Background: an optimization exercise with open tools, aiming at small area, a short achievable clock period and few clock cycles per item. Do not read the settings as production practice. Only simulation tests tie the RTL to the original design; equivalence was not proved. No activity file was given, so power comes from the tool's default toggle rates.

==> flow/design.v <==
module fce (
    input  wire        clk,
    input  wire        rst,         
    input  wire        bus_req,
    input  wire        bus_we,
    input  wire [3:0]  bus_addr,
    input  wire [31:0] bus_wdata,
    output reg  [31:0] bus_rdata,
    output wire        irq
);
    localparam A_ID     = 4'h0;
    localparam A_CMD    = 4'h1;
    localparam A_STATUS = 4'h2;
    localparam A_IRQEN  = 4'h3;
    localparam A_DIN    = 4'h4;
    localparam A_KIN    = 4'h5;
    localparam A_DOUT   = 4'h6;
    localparam A_KEY    = 4'h7;
    localparam A_RK03   = 4'h8;
    localparam A_RK47   = 4'h9;
    localparam [31:0] ID_VALUE = 32'h46434531;
    localparam OP_NOP      = 4'h0;
    localparam OP_LOAD_KEY = 4'h1;
    localparam OP_DEL_KEY  = 4'h2;
    localparam OP_ENCRYPT  = 4'h3;
    localparam OP_DECRYPT  = 4'h4;
    localparam OP_COMPRESS = 4'h5;
    localparam OP_SBOX     = 4'h6;
    localparam E_NO_KEY      = 4'h1;
    localparam E_INVALID_IN  = 4'h3;
    localparam E_INVALID_CMD = 4'h4;
    localparam S_IDLE   = 2'd0;
    localparam S_START  = 2'd1;
    localparam S_KEYGEN = 2'd2;
    localparam S_ROUND  = 2'd3;
    function [3:0] sbox;
        input [3:0] n;
        begin
            case (n)
                4'h0: sbox = 4'h0;
                4'h1: sbox = 4'h1;
                4'h2: sbox = 4'hB;
                4'h3: sbox = 4'hD;
                4'h4: sbox = 4'h9;
                4'h5: sbox = 4'hE;
                4'h6: sbox = 4'h6;
                4'h7: sbox = 4'h7;
                4'h8: sbox = 4'hC;
                4'h9: sbox = 4'h5;
                4'hA: sbox = 4'h8;
                4'hB: sbox = 4'h3;
                4'hC: sbox = 4'hF;
                4'hD: sbox = 4'h2;
                4'hE: sbox = 4'h4;
                default: sbox = 4'hA;
            endcase
        end
    endfunction
    function [7:0] rotl8;
        input [7:0] b;
        input integer n;
        begin
            rotl8 = (b << n) | (b >> (8 - n));
        end
    endfunction
    function [7:0] round_f;
        input [7:0] r;
        input [7:0] k;
        reg   [7:0] y;
        reg   [7:0] z;
        begin
            y = r ^ k;
            z = {sbox(y[7:4]), sbox(y[3:0])};
            round_f = rotl8(z, 2);
        end
    endfunction
    reg [31:0] last_cmd;      
    reg        busy;
    reg        done;
    reg        err;
    reg        err_any;
    reg [3:0]  errcode;
    reg        key_valid;
    reg        overrun;
    reg        done_ie;
    reg [15:0] din;
    reg [15:0] kin;
    reg [15:0] dout;
    reg [15:0] key;
    reg [7:0]  rk [0:7];
    reg [15:0] pdin;
    reg [15:0] pkin;
    reg [1:0]  state;
    reg [2:0]  cnt;
    reg [7:0]  wk [0:7];      
    reg [7:0]  half_l;
    reg [7:0]  half_r;
    integer i;
    wire [3:0] op       = last_cmd[3:0];
    wire       cmd_ok   = (last_cmd[31:4] == 28'd0) && (op <= OP_SBOX);
    wire       is_dec   = (op == OP_DECRYPT);
    wire       is_comp  = (op == OP_COMPRESS);
    wire wr     = bus_req && bus_we;
    wire wr_cmd = wr && (bus_addr == A_CMD);
    wire accept = wr_cmd && !busy;
    wire [7:0] wk_next = rotl8(wk[cnt - 3'd1], 3) ^ rotl8(wk[cnt - 3'd2], 5);
    reg  [7:0] round_key;
    always @(*) begin
        if (is_comp)
            round_key = wk[cnt];
        else if (is_dec)
            round_key = rk[3'd7 - cnt];
        else
            round_key = rk[cnt];
    end
    wire [7:0] new_r = half_l ^ round_f(half_r, round_key);
    always @(posedge clk) begin
        if (rst) begin
            last_cmd  <= 32'd0;
            busy      <= 1'b0;
            done      <= 1'b0;
            err       <= 1'b0;
            err_any   <= 1'b0;
            errcode   <= 4'd0;
            key_valid <= 1'b0;
            overrun   <= 1'b0;
            done_ie   <= 1'b0;
            din       <= 16'd0;
            kin       <= 16'd0;
            dout      <= 16'd0;
            key       <= 16'd0;
            for (i = 0; i < 8; i = i + 1) begin
                rk[i] <= 8'd0;
                wk[i] <= 8'd0;
            end
            pdin      <= 16'd0;
            pkin      <= 16'd0;
            state     <= S_IDLE;
            cnt       <= 3'd0;
            half_l    <= 8'd0;
            half_r    <= 8'd0;
        end else begin
            if (wr) begin
                case (bus_addr)
                    A_STATUS: begin
                        if (bus_wdata[1]) done    <= 1'b0;
                        if (bus_wdata[3]) err_any <= 1'b0;
                        if (bus_wdata[9]) overrun <= 1'b0;
                    end
                    A_IRQEN: done_ie <= bus_wdata[0];
                    A_DIN:   din     <= bus_wdata[15:0];
                    A_KIN:   kin     <= bus_wdata[15:0];
                    default: ;
                endcase
            end
            if (wr_cmd && busy)
                overrun <= 1'b1;
            if (accept) begin
                last_cmd <= bus_wdata;
                pdin     <= din;
                pkin     <= kin;
                busy     <= 1'b1;
                done     <= 1'b0;
                err      <= 1'b0;
                errcode  <= 4'd0;
                state    <= S_START;
            end
            case (state)
                S_START: begin
                    if (!cmd_ok) begin
                        err      <= 1'b1;
                        errcode  <= E_INVALID_CMD;
                        err_any  <= 1'b1;
                        done     <= 1'b1;
                        busy     <= 1'b0;
                        state    <= S_IDLE;
                    end else begin
                        case (op)
                            OP_NOP: begin
                                done  <= 1'b1;
                                busy  <= 1'b0;
                                state <= S_IDLE;
                            end
                            OP_DEL_KEY: begin
                                key       <= 16'd0;
                                for (i = 0; i < 8; i = i + 1)
                                    rk[i] <= 8'd0;
                                key_valid <= 1'b0;
                                done      <= 1'b1;
                                busy      <= 1'b0;
                                state     <= S_IDLE;
                            end
                            OP_SBOX: begin
                                if (pdin[15:4] != 12'd0) begin
                                    err     <= 1'b1;
                                    errcode <= E_INVALID_IN;
                                    err_any <= 1'b1;
                                end else begin
                                    dout    <= {12'd0, sbox(pdin[3:0])};
                                end
                                done  <= 1'b1;
                                busy  <= 1'b0;
                                state <= S_IDLE;
                            end
                            OP_ENCRYPT, OP_DECRYPT: begin
                                if (!key_valid) begin
                                    err     <= 1'b1;
                                    errcode <= E_NO_KEY;
                                    err_any <= 1'b1;
                                    done    <= 1'b1;
                                    busy    <= 1'b0;
                                    state   <= S_IDLE;
                                end else begin
                                    half_l <= pdin[15:8];
                                    half_r <= pdin[7:0];
                                    cnt    <= 3'd0;
                                    state  <= S_ROUND;
                                end
                            end
                            OP_LOAD_KEY, OP_COMPRESS: begin
                                wk[0] <= pkin[7:0];
                                wk[1] <= pkin[15:8];
                                cnt   <= 3'd2;
                                state <= S_KEYGEN;
                            end
                            default: ;
                        endcase
                    end
                end
                S_KEYGEN: begin
                    wk[cnt] <= wk_next;
                    if (cnt == 3'd7) begin
                        if (is_comp) begin
                            half_l <= pdin[15:8];
                            half_r <= pdin[7:0];
                            cnt    <= 3'd0;
                            state  <= S_ROUND;
                        end else begin
                            key <= pkin;
                            for (i = 0; i < 7; i = i + 1)
                                rk[i] <= wk[i];
                            rk[7]     <= wk_next;
                            key_valid <= 1'b1;
                            done      <= 1'b1;
                            busy      <= 1'b0;
                            state     <= S_IDLE;
                        end
                    end else begin
                        cnt <= cnt + 3'd1;
                    end
                end
                S_ROUND: begin
                    half_l <= half_r;
                    half_r <= new_r;
                    if (cnt == 3'd7) begin
                        dout <= {new_r, half_r};
                        if (is_comp) begin
                            key <= pkin;
                            for (i = 0; i < 8; i = i + 1)
                                rk[i] <= wk[i];
                            key_valid <= 1'b1;
                        end
                        done  <= 1'b1;
                        busy  <= 1'b0;
                        state <= S_IDLE;
                    end else begin
                        cnt <= cnt + 3'd1;
                    end
                end
                default: ;
            endcase
        end
    end
    always @(*) begin
        case (bus_addr)
            A_ID:     bus_rdata = ID_VALUE;
            A_CMD:    bus_rdata = last_cmd;
            A_STATUS: bus_rdata = {22'd0, overrun, key_valid, errcode,
                                   err_any, err, done, busy};
            A_IRQEN:  bus_rdata = {31'd0, done_ie};
            A_DIN:    bus_rdata = {16'd0, din};
            A_KIN:    bus_rdata = {16'd0, kin};
            A_DOUT:   bus_rdata = {16'd0, dout};
            A_KEY:    bus_rdata = {16'd0, key};
            A_RK03:   bus_rdata = {rk[3], rk[2], rk[1], rk[0]};
            A_RK47:   bus_rdata = {rk[7], rk[6], rk[5], rk[4]};
            default:  bus_rdata = 32'd0;
        endcase
    end
    assign irq = done_ie & done;
endmodule
==> flow/run.sh <==
#!/bin/bash
# synth_recipe.tcl (not shown) runs the flow's synth.tcl, then flattens the netlist and writes it again
# the make line also repeats each setting of config.mk as NAME=value (left out here)
make -C /OpenROAD-flow-scripts/flow DESIGN_CONFIG=/design/flow/config.mk WORK_HOME=/design/flow/orfs CLKGATE_MAP_FILE= SYNTH_SCRIPT=/design/flow/synth_recipe.tcl finish
==> flow/config.mk <==
export PLATFORM = sky130hd
export DESIGN_NAME = fce
export DESIGN_NICKNAME = fce
export VERILOG_FILES = /design/flow/design.v
export SDC_FILE = /design/flow/constraint.sdc
export NUM_CORES = 4
export LEC_CHECK = 0
export CAP_MARGIN = 20
export CORE_MARGIN = 2
export CORE_UTILIZATION = 40
export SLEW_MARGIN = 20
==> flow/constraint.sdc <==
create_clock -name core_clock -period 7.0 [get_ports {clk}]
set_input_delay 1.4000 -clock core_clock [delete_from_list [all_inputs] [get_ports {clk}]]
set_output_delay 1.4000 -clock core_clock [all_outputs]
set_load 0.01 [all_outputs]
==> run notes <==
* #FFs+latches synth at between 200 and 300
* CP endpoint kind: output port
* Iteration count of the initial detailed-routing pass at 10
* Fin. Hold Viols at 0
* Hold Buf Count CTS at 0
* Total of max-cap violations at 0
* Clk Latency, worst-skew pair at roughly 0.54 ns
* Combinational power share at roughly 4%
* Post-synth EDFFs at 64
* Detailed-routed wire length on met3 at about 5.9 mm
* Async S/R FF share, synth at 0%
* H-tree Lvls at 2
* Mapped Area at 0.0156 mm^2
* Largest family of logic cells by synthesized area: simple AND/OR/NAND/NOR gates
* Slowest stage delay, CP at 0.90 ns
* Skew final at about 0.024 ns
* Net Sw Power at roughly 870 uW
* Post-placement setup slack at 1.08 ns
* Syn_nets at 1850
* XOR/XNOR Fraction of Synth Area at ~1.3%
* Synth top area share at 29.7%
* Aggregate global routing overflow at 0
* CP Data Arrival Time at 4.59 ns
* Min Clock Period, post-route at 5.99 ns
* Nets at 1837
* Final Max Slew Viols at 0
* Die width at 201 um
* PD cells at 217 mW/mm^2
* Synth area leaders: dfxtp_1 (30%), edfxtp_1 (12%), nand2_1 (9.0%)
* Syn Area/Cell at slightly below 9 um^2
* Iteration-0 DRC count of the detailed router at 2000
* Leading register cell type out of synthesis: dfxtp_1
* Share of cells above drive strength 1 at 10.1%
* Reg power frac at 46.1%
* Worst-path clk slew at ~0.060 ns
* Mapped Cells at 1792
* Die Area at 0.0405 mm^2
* Worst hold path class: reg -> reg
* Post-synth top area cell: dfxtp_1
* Crit path launch type: input port
* Synth Warn # at 2
* Vias in the first global route at 13600
* WL/cell at 25.8 um
* Slew headroom at around a quarter
* Compound-gate portion of the synthesized area at 19.6%
* Mean number of vias per cell at 6.26
* CTS tree: yes
* DR WL met2 at 27.3 mm
* Peak supply drop at between 0.1 and 0.15 mV
* Int Power at between 2000 and 3000 uW
* Antenna Cells at 0
* Initial antenna violation count at 1
* Worst Path Class, Setup: in -> out
* Site row count at 72
* Via count at 14500
* Switch share at 22.6%
* Largest net degree at the start of global routing at 81
* Sequential share of the synthesized area at 42.0%
* Clock network fraction of design power at 49.8%
* Simple-gate share of the synthesized area at 20.4%
* Post-route setup TNS at 0 ns
* Cell with the largest stage delay on the worst path: clkdlybuf4s50_1
* Critical Path Start: bus_addr[0]
* CTS sink cnt at a little under 300
* Synth Area in Adders at 1.45%
* Top sig layer: met4
* Worst EP required at between 5 and 6 ns
* Mux cell area share after synthesis at 10.4%
* Postcts setup bufs at 0
* Overall Global Routing Usage at between 20% and 30%
* I/O Buffers at 72
* CTS max path bufs at 3
* Root buf cell: clkbuf_16
* HP Start: dout[9]$_SDFFE_PP0P_
* P_leak at slightly below 0.006 uW
* Unrepaired setup endpoints after global routing: no
* Crit share post-route at between 80% and 90%
* Slew at the pin closest to its max-slew limit at 1.13 ns
* Sequential cell area at roughly 0.0066 mm^2
* WL final at 60.0 mm
* First-pass GRT wire length at 88.8 mm
* Top Ports at 73
* Worst r2r src: cnt[0]$_SDFFE_PP0P_
* Post-synthesis cell type count at 89
* Met1 Wirelength at approximately 24 mm
* Worst Setup Slack, final at 1.01 ns
* F_max at 167 MHz
* CP Buf/Inv Count at 4
* Critical path fanouts, max at 15
* ANT nets after route at 0
* Status: no timing/DRC/antenna violations
* CTS buffer count at 34
* Chip height at 201 um
* Final setup violation count at 0
* Multi-input combinational cell area at roughly 0.0083 mm^2
* Core Region at 0.0386 mm^2
* DPL Wire Length at 43.2 mm
* Layout fillers at 3877
* Post-CTS resize count at 0
* Initial Util at between 40% and 50%
* DRC viols at 0
* Crit-path leading delay family: buffers and inverters
* Layout area overhead at 14.1%
* CP Cell Sequence: clkdlybuf4s50_1 -> nand2b_1 -> nor3_2 -> buf_4 -> buf_4 -> a22oi_1 -> nand3_1 -> clkdlybuf4s50_1
* Placer Congestion at 0.949
==> power groups by stage <==
stage | Combinational (uW) | Sequential [uW] | Clock, uW
final | 155 | 1780 | 1920
after global routing | 163 | 1780 | 2000
after floorplan | 82.7 | 1800 | 0
after detailed placement | 151 | 1810 | 0
after CTS | 152 | 1770 | 1930
after global placement | 151 | 1810 | 0
==> cell type report <==
| cell class | instances | share of cell area (%) |
|---|---|---|
| multi-input combinational | 1316 | 46.8 |
| sequential | 295 | 36.9 |
| clock buffer | 43 | 5.27 |
| timing repair buffer | 100 | 5.23 |
| tap | 518 | 3.65 |
| clock inverter | 18 | 1.47 |
| inverter | 32 | 0.676 |
==> tightest hold or removal path: cells and delay by family, from the launching register on <==
kind	cells	cell delay (ns)
AND/OR/NAND/NOR	1	0.05
AO/OA/AOI/OAI	1	0.05
flip-flops	1	0.33
==> sequential cells by signal, summed over array words and instances (netlist names), 2 cells and up, named ones only <==
signal    flops
key          16
errcode       4
pdin         16
pkin         16
rk           64
half_l        8
half_r        8
state         2
wk           64
kin          16
din          16
last_cmd     32
cnt           3
dout         16
==> per-layer routing <==
metal	vias up	GRT usage (%)
met3	174	5.51
met5	-	0
li1	6521	-
met4	0	11.9
met1	6981	38.4
met2	850	46.7
==> cell usage after synthesis, drive strengths merged, types with 27 or more instances <==
| cell | instances |
|---|---|
| a21oi | 208 |
| a22oi | 53 |
| buf | 27 |
| clkbuf | 122 |
| dfxtp | 231 |
| edfxtp | 64 |
| inv | 30 |
| mux2i | 31 |
| mux4 | 47 |
| nand2 | 375 |
| nand3 | 119 |
| nor2 | 100 |
| o21ai | 60 |
==> cell families (layout without fill, tap and decap cells) <==
kind of cell | after synthesis | in the layout
AO/OA/AOI/OAI | 469 | 469
XOR/XNOR | 21 | 21
adder cells (fa/ha/maj) | 18 | 18
buffers and inverters | 181 | 193
flip-flops | 295 | 295
multiplexers | 99 | 99
AND/OR/NAND/NOR | 709 | 709
==> per-stage QoR <==
step | cells | util [%] | total power [uW] | hold slack (ns) | cell area (um^2)
final | 2322 | 46.1 | 3850 | 0.467 | 17800
after global routing | 2322 | 46.1 | 3940 | 0.480 | 17800
after CTS | 2321 | 46.1 | 3860 | 0.465 | 17800
after detailed placement | 2260 | 43.0 | 1960 | 0.454 | 16600
after global placement | 2260 | 43.0 | 1960 | 0.447 | 16600
after floorplan | 1792 | - | 1880 | 0.421 | 15600
==> placed cells by master, fill, tap and decap left out, types with 16 or more instances in the layout <==
master and n:
nand2_1 375, dfxtp_1 229, a21oi_1 208, nand3_1 119
nor2_1 98, clkdlybuf4s50_1 71, edfxtp_1 64, o21ai_0 59
a22oi_1 52, mux4_2 44, clkbuf_16 35, mux2i_1 31
inv_1 29, buf_4 27, a222oi_1 26, mux2_2 21
ha_1 18, nor3_1 16, a211oi_1 16
==> path summary, 6_finish.rpt <==
kind | depth (start not counted) | to | slack [ns]
max reg2reg | 13 | half_r[4]$_SDFFE_PP0P_ | 1.81
min reg2reg | 2 | dout[9]$_SDFFE_PP0P_ | 0.47
max | 8 | bus_rdata[25] | 1.01
min | 2 | dout[9]$_SDFFE_PP0P_ | 0.47
Testbench counts, summed over its fixed seeds: cycles 47,683, items 3,200.

-- port drivers added, routing unchanged --
The flow's constraints put no driver on any port. The routed layout listed below was extracted and timed again, unchanged, in two steps. Step 1 assumes that a clkbuf_16 drives the clock port and a buf_2 every other input. Step 2 also shifts input and output timing later by t, the mid clock arrival at the registers, as if the neighbouring blocks saw the same clock. Slacks: ideal / step 1 / step 2; pairs: ideal / step 1.
shift t [ns]: 0.583
slack for setup (ns): 1.008 / 0.985 / 0.985
worst setup path at the end: input to output
slew at the worst register clock pin (ns): 0.06 / 0.06
After both steps this run still meets setup and hold. For this run, drivers alone change the setup slack by -0.023 ns; drivers and shift together by -0.023 ns.
